Context: an optimization exercise on an open-source flow, tuned for small area, a short achievable clock period and few clock cycles per item. The choices shown serve that exercise and are no tape-out recipe.
RTL that was checked went through simulation tests only; none was proved equivalent to the original.
Power figures rest on the tool's default switching activity, not on a simulated workload.

==> try-pepper <==
## ptouch_rle
module ptouch_rle (
    input  wire       clk,
    input  wire       rst,         
    input  wire       in_valid,
    output reg        in_ready,
    input  wire [7:0] in_data,
    input  wire       in_last,
    output reg        out_valid,
    input  wire       out_ready,
    output reg  [7:0] out_data,
    output reg        out_last
);
==> module ptouch_rle, before the edit <==
module ptouch_rle (
    input  wire       clk,
    input  wire       rst,         
    input  wire       in_valid,
    output reg        in_ready,
    input  wire [7:0] in_data,
    input  wire       in_last,
    output reg        out_valid,
    input  wire       out_ready,
    output reg  [7:0] out_data,
    output reg        out_last
);
    localparam QA = 7;          
    localparam QW = 3;          
    localparam W0 = 4;          
    wire in_fire = in_valid && in_ready;
    reg [1023:0] ring;
    always @(posedge clk)
        ring <= {ring[1015:0], in_ready ? in_data : ring[1023:1016]};
    reg  [6:0] ph;           
    reg  [8:0] dst;          
    reg       n_v, n_l, n_e, c_v, c_l;
    reg       run;
    reg [7:0] cnt;
    reg [9:0]    q [0:QA-1];
    reg [9:0]    hq;
    reg [QW-1:0] q_wp, q_rp;
    reg [QW:0]   q_cnt;
    wire       cls   = c_v && (c_l || n_v) && (q_cnt != QA + 1);
    wire       shift = cls || !c_v;
    wire       eqx   = !c_l && n_e;          
    wire [7:0] cinc  = cnt + 8'd1;
    wire [7:0] cdec  = cnt - 8'd1;
    reg       push;
    reg [9:0] push_d;
    always @(*) begin
        push   = 1'b0;
        push_d = {run, cdec, c_l};
        if (cls) begin
            if (run) begin
                push   = c_l || !eqx || cdec == 8'd2;        
                push_d = {1'b1, cdec, c_l};
            end else if (eqx) begin
                push   = (cnt != 8'hff);                     
                push_d = {1'b0, cnt, 1'b0};
            end else begin
                push   = c_l || cinc == 8'd126;              
                push_d = {1'b0, cinc, c_l};
            end
        end
    end
    reg       busy, b_run, b_last;
    reg [7:0] rm;            
    reg [6:0] sel;           
    wire       q_ne = (q_cnt != 0);
    wire       a_ne = (q_cnt > 1);
    wire       oload = !out_valid || out_ready;
    wire       pop  = oload && !busy && q_ne;
    wire       dok  = oload && busy && sel[6:5] == 2'b00;
    wire [255:0] win  = ring[8*W0 +: 256];
    wire [7:0]   rdat = win[{sel[4:0], 3'b000} +: 8];
    wire       p_v = pop || dok;
    wire [7:0] p_d = pop ? hq[8:1] : rdat;
    wire       p_l = dok && b_last && (b_run || rm[6:0] == 7'd0);
    wire [8:0] radj = !dok ? 9'd0 : b_run ? {1'b0, rm} + 9'd255 : 9'h1ff;
    wire [8:0] dst0 = dst + radj;
    wire [8:0] dst1 = dst + radj + 9'd1;
    wire open_run_only = run && !busy && !q_ne;
    wire resync = !c_v && !n_v && !busy && !q_ne && (run || cnt == 8'hff);
    wire q_ok   = (q_cnt < QA) || (q_cnt == QA && (!push || pop))
                               || (pop && !push);
    wire rdy0   = (resync || ph == 7'd127) && (open_run_only || !dst[8] && !dst[7]) && q_ok;
    wire rdy1   = (open_run_only || !dst[8] && (!dst[7] && dst[6:0] != 7'h7f)) && q_ok;
    always @(posedge clk) begin
        if (rst) begin
            ph <= 7'd0;
            dst <= 9'd0;
            in_ready <= 1'b0;
            n_v <= 1'b0; c_v <= 1'b0; n_l <= 1'b0; c_l <= 1'b0;
            run <= 1'b0; cnt <= 8'hff;
            q_wp <= 0; q_rp <= 0; q_cnt <= 0;
            busy <= 1'b0; b_run <= 1'b0; b_last <= 1'b0; rm <= 8'd0;
            sel <= 7'd0;
            out_valid <= 1'b0; out_data <= 8'd0; out_last <= 1'b0;
        end else begin
            if (in_fire)     ph <= ph;
            else if (resync) ph <= 7'd0;
            else             ph <= ph + 7'd1;
            dst      <= in_fire ? dst1 : dst0;
            in_ready <= in_fire ? rdy1 : rdy0;
            if (shift) begin
                c_v <= n_v; c_l <= n_l;
                n_v <= in_fire;
            end else if (in_fire) begin
                n_v <= 1'b1;
            end
            if (in_ready) begin
                n_l <= in_last;
                n_e <= (in_data == ring[7:0]);
            end
            if (cls) begin
                if (run) begin
                    if (push) begin run <= 1'b0; cnt <= 8'hff; end
                    else cnt <= cdec;
                end else if (eqx) begin
                    run <= 1'b1;
                    cnt <= 8'd0;
                end else begin
                    cnt <= push ? 8'hff : cinc;
                end
            end
            if (pop) begin
                if (a_ne) begin
                    hq   <= q[q_rp];
                    q_rp <= (q_rp == QA - 1) ? {QW{1'b0}} : q_rp + 1'b1;
                end else if (push) begin
                    hq   <= push_d;
                end
            end else if (push && !q_ne) begin
                hq <= push_d;
            end
            if (push && q_ne && (a_ne || !pop)) begin
                q[q_wp] <= push_d;
                q_wp    <= (q_wp == QA - 1) ? {QW{1'b0}} : q_wp + 1'b1;
            end
            q_cnt <= q_cnt + {{QW{1'b0}}, push} - {{QW{1'b0}}, pop};
            if (resync && !in_fire)  sel <= dst[6:0] - 7'd1 - W0;
            else if (dok)            sel <= sel;
            else if (pop && hq[9])   sel <= sel + 7'd1 + hq[7:1];
            else                     sel <= sel + 7'd1;
            if (pop) begin
                busy   <= 1'b1;
                b_run  <= hq[9];
                b_last <= hq[0];
                rm     <= hq[8:1];
            end else if (dok) begin
                if (b_run || rm[6:0] == 7'd0) busy <= 1'b0;
                rm <= rm - 8'd1;
            end
            if (oload) begin
                out_valid <= p_v; out_data <= p_d; out_last <= p_l;
            end
        end
    end
endmodule
Settings: LEC_CHECK=0, ABC_CLOCK_PERIOD_IN_PS=2500, CAP_MARGIN=20, CORE_MARGIN=2, CORE_UTILIZATION=65, CTS_CLUSTER_DIAMETER=100, CTS_CLUSTER_SIZE=30, SETUP_SLACK_MARGIN=5, SLEW_MARGIN=20; clock period 8.0 ns.
run.sh (not shown) runs the stock make flow with config.mk's settings and CLKGATE_MAP_FILE= SYNTH_SCRIPT=/design/flow/synth_recipe.tcl, a recipe that flattens the netlist after the stock synthesis.
==> try-maple (differences from try-pepper) <==
--- a/flow/design.v
+++ b/flow/design.v
@@ -29,24 +29,20 @@
     wire       cls   = c_v && (c_l || n_v) && (q_cnt != QA + 1);
     wire       shift = cls || !c_v;
     wire       eqx   = !c_l && n_e;          
-    wire [7:0] cinc  = cnt + 8'd1;
-    wire [7:0] cdec  = cnt - 8'd1;
+    wire [7:0] cnx   = cnt + (run ? 8'hff : 8'h01);   
     reg       push;
     reg [9:0] push_d;
     always @(*) begin
         push   = 1'b0;
-        push_d = {run, cdec, c_l};
+        push_d = {run, cnx, c_l};
         if (cls) begin
-            if (run) begin
-                push   = c_l || !eqx || cdec == 8'd2;        
-                push_d = {1'b1, cdec, c_l};
-            end else if (eqx) begin
+            if (run)
+                push = c_l || !eqx || cnt == 8'd3;           
+            else if (eqx) begin
                 push   = (cnt != 8'hff);                     
                 push_d = {1'b0, cnt, 1'b0};
-            end else begin
-                push   = c_l || cinc == 8'd126;              
-                push_d = {1'b0, cinc, c_l};
-            end
+            end else
+                push = c_l || cnt == 8'd125;                 
         end
     end
     reg       busy, b_run, b_last;
@@ -62,9 +58,10 @@
     wire       p_v = pop || dok;
     wire [7:0] p_d = pop ? hq[8:1] : rdat;
     wire       p_l = dok && b_last && (b_run || rm[6:0] == 7'd0);
-    wire [8:0] radj = !dok ? 9'd0 : b_run ? {1'b0, rm} + 9'd255 : 9'h1ff;
-    wire [8:0] dst0 = dst + radj;
-    wire [8:0] dst1 = dst + radj + 9'd1;
+    reg        dok_d, run_d;
+    wire [8:0] radj = !dok_d ? 9'd0 : run_d ? {1'b1, rm} : 9'h1ff;
+    wire [6:0] sel1 = sel + 7'd1;
+    wire [6:0] sel2 = sel + 7'd1 + hq[7:1];
     wire open_run_only = run && !busy && !q_ne;
     wire resync = !c_v && !n_v && !busy && !q_ne && (run || cnt == 8'hff);
     wire q_ok   = (q_cnt < QA) || (q_cnt == QA && (!push || pop))
@@ -80,13 +77,14 @@
             run <= 1'b0; cnt <= 8'hff;
             q_wp <= 0; q_rp <= 0; q_cnt <= 0;
             busy <= 1'b0; b_run <= 1'b0; b_last <= 1'b0; rm <= 8'd0;
-            sel <= 7'd0;
+            sel <= 7'd127 - W0;
+            dok_d <= 1'b0; run_d <= 1'b0;
             out_valid <= 1'b0; out_data <= 8'd0; out_last <= 1'b0;
         end else begin
             if (in_fire)     ph <= ph;
             else if (resync) ph <= 7'd0;
             else             ph <= ph + 7'd1;
-            dst      <= in_fire ? dst1 : dst0;
+            dst      <= dst + radj + {8'd0, in_fire};
             in_ready <= in_fire ? rdy1 : rdy0;
             if (shift) begin
                 c_v <= n_v; c_l <= n_l;
@@ -101,12 +99,12 @@
             if (cls) begin
                 if (run) begin
                     if (push) begin run <= 1'b0; cnt <= 8'hff; end
-                    else cnt <= cdec;
+                    else cnt <= cnx;
                 end else if (eqx) begin
                     run <= 1'b1;
                     cnt <= 8'd0;
                 end else begin
-                    cnt <= push ? 8'hff : cinc;
+                    cnt <= push ? 8'hff : cnx;
                 end
             end
             if (pop) begin
@@ -124,10 +122,12 @@
                 q_wp    <= (q_wp == QA - 1) ? {QW{1'b0}} : q_wp + 1'b1;
             end
             q_cnt <= q_cnt + {{QW{1'b0}}, push} - {{QW{1'b0}}, pop};
-            if (resync && !in_fire)  sel <= dst[6:0] - 7'd1 - W0;
+            if (resync && !in_fire)  sel <= 7'd127 - W0;
             else if (dok)            sel <= sel;
-            else if (pop && hq[9])   sel <= sel + 7'd1 + hq[7:1];
-            else                     sel <= sel + 7'd1;
+            else if (pop && hq[9])   sel <= sel2;
+            else                     sel <= sel1;
+            dok_d <= dok;
+            run_d <= b_run;
             if (pop) begin
                 busy   <= 1'b1;
                 b_run  <= hq[9];
==> try-onyx (differences from try-pepper) <==
==> flow/design.v (replaced) <==
module ptouch_rle (
    input  wire       clk,
    input  wire       rst,         
    input  wire       in_valid,
    output reg        in_ready,
    input  wire [7:0] in_data,
    input  wire       in_last,
    output reg        out_valid,
    input  wire       out_ready,
    output reg  [7:0] out_data,
    output reg        out_last
);
    localparam QA = 5;          
    localparam QW = 3;          
    localparam W0 = 4;          
    wire in_fire = in_valid && in_ready;
    reg [1023:0] ring;
    always @(posedge clk)
        ring <= {ring[1015:0], in_ready ? in_data : ring[1023:1016]};
    reg  [6:0] ph;           
    reg  [8:0] dst;          
    reg        fire_d;
    reg       n_v, n_l, n_e, c_v, c_l;
    reg       run;
    reg [7:0] cnt;
    reg [9:0]    q [0:QA-1];
    reg [9:0]    hq;
    reg [QW-1:0] q_wp, q_rp;
    reg [QW:0]   q_cnt;
    wire       cls   = c_v && (c_l || n_v) && (q_cnt != QA + 1);
    wire       shift = cls || !c_v;
    wire       eqx   = !c_l && n_e;          
    wire [7:0] cnx   = cnt + (run ? 8'hff : 8'h01);   
    reg       push;
    reg [9:0] push_d;
    always @(*) begin
        push   = 1'b0;
        push_d = {run, cnx, c_l};
        if (cls) begin
            if (run)
                push = c_l || !eqx || cnt == 8'd3;           
            else if (eqx) begin
                push   = (cnt != 8'hff);                     
                push_d = {1'b0, cnt, 1'b0};
            end else
                push = c_l || cnt == 8'd125;                 
        end
    end
    reg       busy, b_run, b_last;
    reg [7:0] rm;            
    reg [6:0] sel;           
    wire       q_ne = (q_cnt != 0);
    wire       a_ne = (q_cnt > 1);
    wire       oload = !out_valid || out_ready;
    wire       pop  = oload && !busy && q_ne;
    wire       dok  = oload && busy && sel[6:5] == 2'b00;
    wire [255:0] win  = ring[8*W0 +: 256];
    wire [7:0]   rdat = win[{sel[4:0], 3'b000} +: 8];
    wire       p_v = pop || dok;
    wire [7:0] p_d = pop ? hq[8:1] : rdat;
    wire       p_l = dok && b_last && (b_run || rm[6:0] == 7'd0);
    reg        dok_d, run_d;
    wire [8:0] radj = !dok_d ? 9'd0 : run_d ? {1'b1, rm} : 9'h1ff;
    wire [6:0] sel1 = sel + 7'd1;
    wire [6:0] sel2 = sel + 7'd1 + hq[7:1];
    wire open_run_only = run && !busy && !q_ne;
    wire resync = !c_v && !n_v && !busy && !q_ne && (run || cnt == 8'hff);
    wire q_ok   = (q_cnt < QA) || (q_cnt == QA && (!push || pop))
                               || (pop && !push);
    wire lt128  = !dst[8] && !dst[7];
    wire lt127  = lt128 && dst[6:0] != 7'h7f;
    wire lt126  = lt128 && dst[6:1] != 6'h3f;
    wire rdy0   = (resync || ph == 7'd127) && (open_run_only || (fire_d ? lt127 : lt128)) && q_ok;
    wire rdy1   = (open_run_only || (fire_d ? lt126 : lt127)) && q_ok;
    always @(posedge clk) begin
        if (rst) begin
            ph <= 7'd0;
            dst <= 9'd0;
            fire_d <= 1'b0;
            in_ready <= 1'b0;
            n_v <= 1'b0; c_v <= 1'b0; n_l <= 1'b0; c_l <= 1'b0;
            run <= 1'b0; cnt <= 8'hff;
            q_wp <= 0; q_rp <= 0; q_cnt <= 0;
            busy <= 1'b0; b_run <= 1'b0; b_last <= 1'b0; rm <= 8'd0;
            sel <= 7'd127 - W0;
            dok_d <= 1'b0; run_d <= 1'b0;
            out_valid <= 1'b0; out_data <= 8'd0; out_last <= 1'b0;
        end else begin
            if (in_fire)     ph <= ph;
            else if (resync) ph <= 7'd0;
            else             ph <= ph + 7'd1;
            dst      <= dst + radj + {8'd0, fire_d};
            fire_d   <= in_fire;
            in_ready <= in_fire ? rdy1 : rdy0;
            if (shift) begin
                c_v <= n_v; c_l <= n_l;
                n_v <= in_fire;
            end else if (in_fire) begin
                n_v <= 1'b1;
            end
            if (in_ready) begin
                n_l <= in_last;
                n_e <= (in_data == ring[7:0]);
            end
            if (cls) begin
                if (run) begin
                    if (push) begin run <= 1'b0; cnt <= 8'hff; end
                    else cnt <= cnx;
                end else if (eqx) begin
                    run <= 1'b1;
                    cnt <= 8'd0;
                end else begin
                    cnt <= push ? 8'hff : cnx;
                end
            end
            if (pop && a_ne) begin
                hq   <= q[q_rp];
                q_rp <= (q_rp == QA - 1) ? {QW{1'b0}} : q_rp + 1'b1;
            end else if (pop || !q_ne) begin
                hq   <= push_d;
            end
            if (q_cnt != QA + 1)
                q[q_wp] <= push_d;
            if (push && q_ne && (a_ne || !pop))
                q_wp <= (q_wp == QA - 1) ? {QW{1'b0}} : q_wp + 1'b1;
            q_cnt <= q_cnt + {{QW{1'b0}}, push} - {{QW{1'b0}}, pop};
            if (resync && !in_fire)  sel <= 7'd127 - W0;
            else if (dok)            sel <= sel;
            else if (pop && hq[9])   sel <= sel2;
            else                     sel <= sel1;
            dok_d <= dok;
            run_d <= b_run;
            if (pop) begin
                busy   <= 1'b1;
                b_run  <= hq[9];
                b_last <= hq[0];
                rm     <= hq[8:1];
            end else if (dok) begin
                if (b_run || rm[6:0] == 7'd0) busy <= 1'b0;
                rm <= rm - 8'd1;
            end
            if (oload) begin
                out_valid <= p_v; out_data <= p_d; out_last <= p_l;
            end
        end
    end
endmodule
==> flow/flow/run.sh (new file) <==
#!/bin/bash
# Layout: the standard ORFS flow (standard.sh, synthesis included,
# unchanged) with two settings added on make's command line:
#  - buffer_ports inserts buf_2 cells as the port buffers (every input and
#    output port still gets its buffer);
set -euo pipefail
MARGIN=${MARGIN:-5.4}
bash standard.sh "BUFFER_PORTS_ARGS=-buffer_cell sky130_fd_sc_hd__buf_2" \
    "SETUP_SLACK_MARGIN=${MARGIN}" finish > make.log 2>&1
==> flow/standard.sh (new file) <==
#!/bin/bash
# synth_recipe.tcl (not shown) runs the flow's synth.tcl, then flattens the netlist and writes it again
# the make line also repeats each setting of config.mk as NAME=value (left out here)
make -C /OpenROAD-flow-scripts/flow DESIGN_CONFIG=/design/flow/config.mk WORK_HOME=/design/flow/orfs CLKGATE_MAP_FILE= SYNTH_SCRIPT=/design/flow/synth_recipe.tcl "${@:-finish}"
SETUP_SLACK_MARGIN = unset   (was 5)
removed: flow/run.sh
==> notes.md <==
- Utilization: try-onyx > try-pepper > try-maple.
- In try-maple the setup slack is better than in try-pepper, by 0.39 ns.
- In clock power, try-pepper and try-maple hardly differ.
- Between try-pepper and try-onyx, the lower final area is in try-onyx (gap 4.5%, measured against try-onyx).
- The highest wire length belongs to try-maple, the lowest to try-onyx.
==> figures <==
item                                                                          try-pepper                try-maple                 try-onyx
Buffering stage count on the worst path with inverters included                        3                        4                        1
Multi-input gate share of the layout cell area                                     0.188                    0.172                    0.169
Relative slew slack                                                                0.373                    0.333                    0.444
Clock Power                                                                      2.68 mW                  2.69 mW                  2.64 mW
Adder-cell area share of the yosys netlist                                        0.0154                   0.0166                   0.0191
Status                                                           complete, no violations  complete, no violations  complete, no violations
Number of buffers outside the clock class in the layout                               87                       60                       69
Startpoint type of the worst setup path                                    primary input            primary input                 register
Critical Path End Type                                                          register                 register              output port
Timing endpoint of the critical path                                              dst[8]                  q_wp[2]              out_data[5]
Leakage power figure                                                             12.6 nW                  12.6 nW                  12.4 nW
Well-tap cell count                                                                  607                      600                      592
Testbench counts of try-maple, summed over its fixed seeds: cycles 176,226, items 176,050.
Testbench counts of try-onyx, summed over its fixed seeds: cycles 178,658, items 176,050.
For try-pepper, only the layout was checked, not whether the RTL still works.

-- re-timing with driven ports --
No port has a modelled driver above. Below, the same layouts with a new extraction and two added sets of constraints. Step 1 (the two cells are an assumption about what drives the block):
set clk [get_ports {clk}]
set_driving_cell -lib_cell sky130_fd_sc_hd__clkbuf_16 $clk
set_driving_cell -lib_cell sky130_fd_sc_hd__buf_2 [delete_from_list [all_inputs] $clk]
Step 2 also shifts input and output timing later by t, the mid clock arrival at the registers, as if the neighbouring blocks saw the same clock. Three values: ideal ports, drivers, drivers and shift; two values: the first two.
run | shift t [ns] | setup slack, ns | worst setup path at the end | slew at the worst register clock pin (ns)
try-pepper | 0.662 | 4.686 / 4.709 / 4.047 | input to register | 0.12 / 0.12
try-maple | 0.669 | 5.079 / 5.044 / 4.449 | input to register | 0.12 / 0.12
try-onyx | 0.661 | 5.263 / 5.206 / 4.813 | input to register | 0.12 / 0.12
After both steps every run listed still meets setup and hold. The setup slack of try-pepper, which loses most, moves by +0.023 ns with the drivers and by -0.639 ns with both steps.
